From an optimization exercise on the open Yosys and OpenROAD flow, aimed at small area, a short achievable clock period and few clock cycles per item; shortcuts taken in it are not production practice. Function was checked by simulation only, so behaviour that the tests miss may differ from the original. Power figures rest on the tool's default switching activity, not on a simulated workload.

## base122_core
module base122_core (
    input  wire        clk,
    input  wire        rst,
    input  wire        enc_in_valid,
    input  wire [7:0]  enc_in_data,
    input  wire        enc_in_last,
    output wire        enc_in_ready,
    output wire        enc_out_valid,
    output wire [7:0]  enc_out_data,
    output wire        enc_out_last,
    input  wire        enc_out_ready,
    input  wire        dec_in_valid,
    input  wire [7:0]  dec_in_data,
    input  wire        dec_in_last,
    output wire        dec_in_ready,
    output wire        dec_out_valid,
    output wire [7:0]  dec_out_data,
    output wire        dec_out_end,
    output wire [2:0]  dec_out_cause,
    output wire [15:0] dec_out_epc,
    input  wire        dec_out_ready
);
==> flow/config.mk <==
export PLATFORM = sky130hd
export DESIGN_NAME = base122_core
export DESIGN_NICKNAME = base122_core
export VERILOG_FILES = /design/flow/design.v
export SDC_FILE = /design/flow/constraint.sdc
export NUM_CORES = 4
export LEC_CHECK = 0
export ABC_AREA = 1
export CAP_MARGIN = 20
export CORE_MARGIN = 2
export CORE_UTILIZATION = 40
export CTS_BUF_LIST = sky130_fd_sc_hd__clkbuf_8
export CTS_CLUSTER_SIZE = 20
export SETUP_SLACK_MARGIN = 1.8
export SLEW_MARGIN = 20
==> flow/constraint.sdc <==
create_clock -name core_clock -period 4.0 [get_ports {clk}]
set_input_delay 0.8000 -clock core_clock [delete_from_list [all_inputs] [get_ports {clk}]]
set_output_delay 0.8000 -clock core_clock [all_outputs]
set_load 0.01 [all_outputs]
standard.sh (not shown) runs the stock make flow with config.mk's settings and CLKGATE_MAP_FILE= SYNTH_SCRIPT=/design/flow/synth_recipe.tcl, a recipe that flattens the netlist after the stock synthesis.
==> flow/flow/run.sh <==
#!/bin/bash
# The standard layout (standard.sh, unchanged synthesis and steps), with two
# changes: the buffer that global placement puts on every input and output
# port is sky130_fd_sc_hd__buf_1 instead of the tool's own pick (a delay
# cell), and clock tree synthesis adds no dummy loads.
set -euo pipefail
export BUFFER_PORTS_ARGS="-buffer_cell sky130_fd_sc_hd__buf_1"
export CTS_ARGS="-sink_clustering_enable -repair_clock_nets -sink_clustering_size 20 -buf_list sky130_fd_sc_hd__clkbuf_8 -dont_use_dummy_load"
bash standard.sh synth > synth.log 2>&1
bash standard.sh finish > layout.log 2>&1
The first run ran to the end with no violations.
Testbench counts at the start, summed over its fixed seeds: cycles 21,481, items 37,672.
Edit:
==> flow/flow/run.sh (replaced) <==
#!/bin/bash
# The standard layout (standard.sh, unchanged synthesis and steps), with one
# change: the buffer that global placement puts on every input and output
# port is sky130_fd_sc_hd__buf_1 instead of the tool's own pick (a delay cell).
set -euo pipefail
export BUFFER_PORTS_ARGS="-buffer_cell sky130_fd_sc_hd__buf_1"
bash standard.sh synth > synth.log 2>&1
bash standard.sh finish > layout.log 2>&1
--- a/flow/config.mk
+++ b/flow/config.mk
@@ -9,7 +9,7 @@
 export CAP_MARGIN = 20
 export CORE_MARGIN = 2
-export CORE_UTILIZATION = 40
+export CORE_UTILIZATION = 60
 export CTS_BUF_LIST = sky130_fd_sc_hd__clkbuf_8
 export CTS_CLUSTER_SIZE = 20
-export SETUP_SLACK_MARGIN = 1.8
+export SETUP_SLACK_MARGIN = 2.1
 export SLEW_MARGIN = 20
What happened:
- The changed run finished clean
- setup slack improves by 0.13 ns
- die area is lower by 32%
- cell area grows by 14%
- non-clock buffer count grows by 30
- clock-buffer cell count does not change
- hold slack is about the same
- total power came out higher by 16%
Edit:
==> flow/flow/run.sh (replaced) <==
#!/bin/bash
# The standard layout (standard.sh, unchanged synthesis and steps), with two
# changes: the buffer that global placement puts on every input and output
# port is sky130_fd_sc_hd__buf_1 instead of the tool's own pick (a delay
# cell), and clock tree synthesis adds no dummy loads.
set -euo pipefail
export BUFFER_PORTS_ARGS="-buffer_cell sky130_fd_sc_hd__buf_1"
export CTS_ARGS="-sink_clustering_enable -repair_clock_nets -sink_clustering_size 20 -buf_list sky130_fd_sc_hd__clkbuf_8 -dont_use_dummy_load"
bash standard.sh synth > synth.log 2>&1
bash standard.sh finish > layout.log 2>&1
--- a/flow/config.mk
+++ b/flow/config.mk
@@ -9,7 +9,7 @@
 export CAP_MARGIN = 20
 export CORE_MARGIN = 2
-export CORE_UTILIZATION = 60
+export CORE_UTILIZATION = 50
 export CTS_BUF_LIST = sky130_fd_sc_hd__clkbuf_8
 export CTS_CLUSTER_SIZE = 20
-export SETUP_SLACK_MARGIN = 2.1
+export SETUP_SLACK_MARGIN = 1.9
 export SLEW_MARGIN = 20
=> Worst setup slack degrades by 0.054 ns. Design area falls by 9.8%. Final cell count is higher by 0.61%. Worst hold slack is worse by 0.0092 ns. Via count is lower by 6.9%.

========
base122_core, a different RTL version from the one above (not shown whole).
For scale: about 1000 cells after synthesis, about 100 flip-flops, ~65 I/O pins, roughly 0.0068 mm² of cells after synthesis.
Settings: LEC_CHECK=0, ABC_AREA=1, CAP_MARGIN=20, CORE_MARGIN=2, CORE_UTILIZATION=60, CTS_BUF_LIST=sky130_fd_sc_hd__clkbuf_8, CTS_CLUSTER_SIZE=20, SETUP_SLACK_MARGIN=1.9, SLEW_MARGIN=20; clock period 4.0 ns.
==> flow/flow/run.sh <==
#!/bin/bash
# The standard layout (standard.sh, unchanged synthesis and steps), with one
# change: the buffer that global placement puts on every input and output
# port is sky130_fd_sc_hd__buf_1 instead of the tool's own pick (a delay cell).
set -euo pipefail
export BUFFER_PORTS_ARGS="-buffer_cell sky130_fd_sc_hd__buf_1"
bash standard.sh synth > synth.log 2>&1
bash standard.sh finish > layout.log 2>&1
Testbench counts at the start, summed over its fixed seeds: cycles 21,481, items 37,672.
Edit:
Settings changed: CORE_UTILIZATION 60 to 40.
The new run went through all stages and came out clean.
Sequential power is about the same.
Final area went up by 2.1%.
Maximum frequency rises by 2.4%.
Worst setup slack gets better by 0.052 ns.
Core utilization drops by 24 points.
Power is about the same.
Synthesized cell count does not change.
Routed wire length shrinks by 1.5%.
Global-route usage goes down by 11 points.
Count of clock-buffer cells in the layout does not change.

========
== P ==
Another version of the RTL of base122_core (not shown whole).
For scale: about 830 cells after synthesis, about 98 flip-flops, ~6800 sq um of cells after synthesis.
## base122_core
module base122_core (
    input  wire        clk,
    input  wire        rst,
    input  wire        enc_in_valid,
    input  wire [7:0]  enc_in_data,
    input  wire        enc_in_last,
    output wire        enc_in_ready,
    output wire        enc_out_valid,
    output wire [7:0]  enc_out_data,
    output wire        enc_out_last,
    input  wire        enc_out_ready,
    input  wire        dec_in_valid,
    input  wire [7:0]  dec_in_data,
    input  wire        dec_in_last,
    output wire        dec_in_ready,
    output wire        dec_out_valid,
    output wire [7:0]  dec_out_data,
    output wire        dec_out_end,
    output wire [2:0]  dec_out_cause,
    output wire [15:0] dec_out_epc,
    input  wire        dec_out_ready
);
export LEC_CHECK = 0
export ABC_CLOCK_PERIOD_IN_PS = 2000
export CAP_MARGIN = 20
export CORE_MARGIN = 2
export CORE_UTILIZATION = 40
export SETUP_SLACK_MARGIN = 1.5
export SLEW_MARGIN = 20
create_clock -name core_clock -period 4.0 [get_ports {clk}]
run.sh (not shown) runs the stock make flow with config.mk's settings and CLKGATE_MAP_FILE= SYNTH_SCRIPT=/design/flow/synth_recipe.tcl, a recipe that flattens the netlist after the stock synthesis.
Stock flow here: none of the scripts above is used.
No stage failed in P, and the final checks on the layout all came back clean.
Testbench counts of P, summed over its fixed seeds: cycles 21,481, items 37,672.
Inputs modified between P and Q:
- ABC_CLOCK_PERIOD_IN_PS removed (was 2000)
## What came out
Q -> P: final worst setup slack delta 0, exact match. Re post-synthesis to final-layout area growth: no difference whatsoever between P and Q. Comparing P against Q, there is no change at all in cell area. Overall die area came out exactly the same in Q and P. Taking P as the reference, in Q total routed wirelength shows no meaningful change; starting density of the core held steady; final worst-path cycle share shows no meaningful change; compound-cell area share of the yosys netlist stayed essentially flat. Comparing Q against P, there is no change at all in final total power.

## static timing again, ports no longer ideal
The flow's constraints put no driver on any port. The routed layouts listed below were extracted and timed again, unchanged, in two steps. Step 1, drivers: a clkbuf_16 drives clk and a buf_2 each remaining input, both assumed. Step 2 also shifts input and output timing later by t, the mid clock arrival at the registers, as if the neighbouring blocks saw the same clock. a / b / c = ideal / step 1 / step 2; a / b = the first two.
run | t, ns | setup WS [ns] | hold slack, ns | worst data-port slew with drivers (ns) | pins driven straight from the clock port
the first run of note 1 | 0.404 | 1.871 / 1.831 / 1.554 | 0.479 / 0.479 / 0.479 | 0.05 | 1
the second run of note 1 | 0.399 | 2.005 / 1.964 / 1.662 | 0.481 / 0.481 / 0.481 | 0.07 | 1
the third run of note 1 | 0.404 | 1.951 / 1.930 / 1.602 | 0.472 / 0.472 / 0.472 | 0.05 | 1
the first run of note 2 | 0.430 | 1.814 / 1.814 / 1.565 | 0.449 / 0.449 / 0.449 | 0.03 | 1
the second run of note 2 | 0.429 | 1.866 / 1.830 / 1.550 | 0.453 / 0.453 / 0.453 | 0.06 | 1
P | 0.395 | 1.065 / 1.065 / 0.670 | 0.484 / 0.484 / 0.484 | 0.05 | 1
Q | 0.395 | 1.065 / 1.065 / 0.670 | 0.484 / 0.484 / 0.484 | 0.05 | 1
After both steps setup and hold are still met in every run listed.
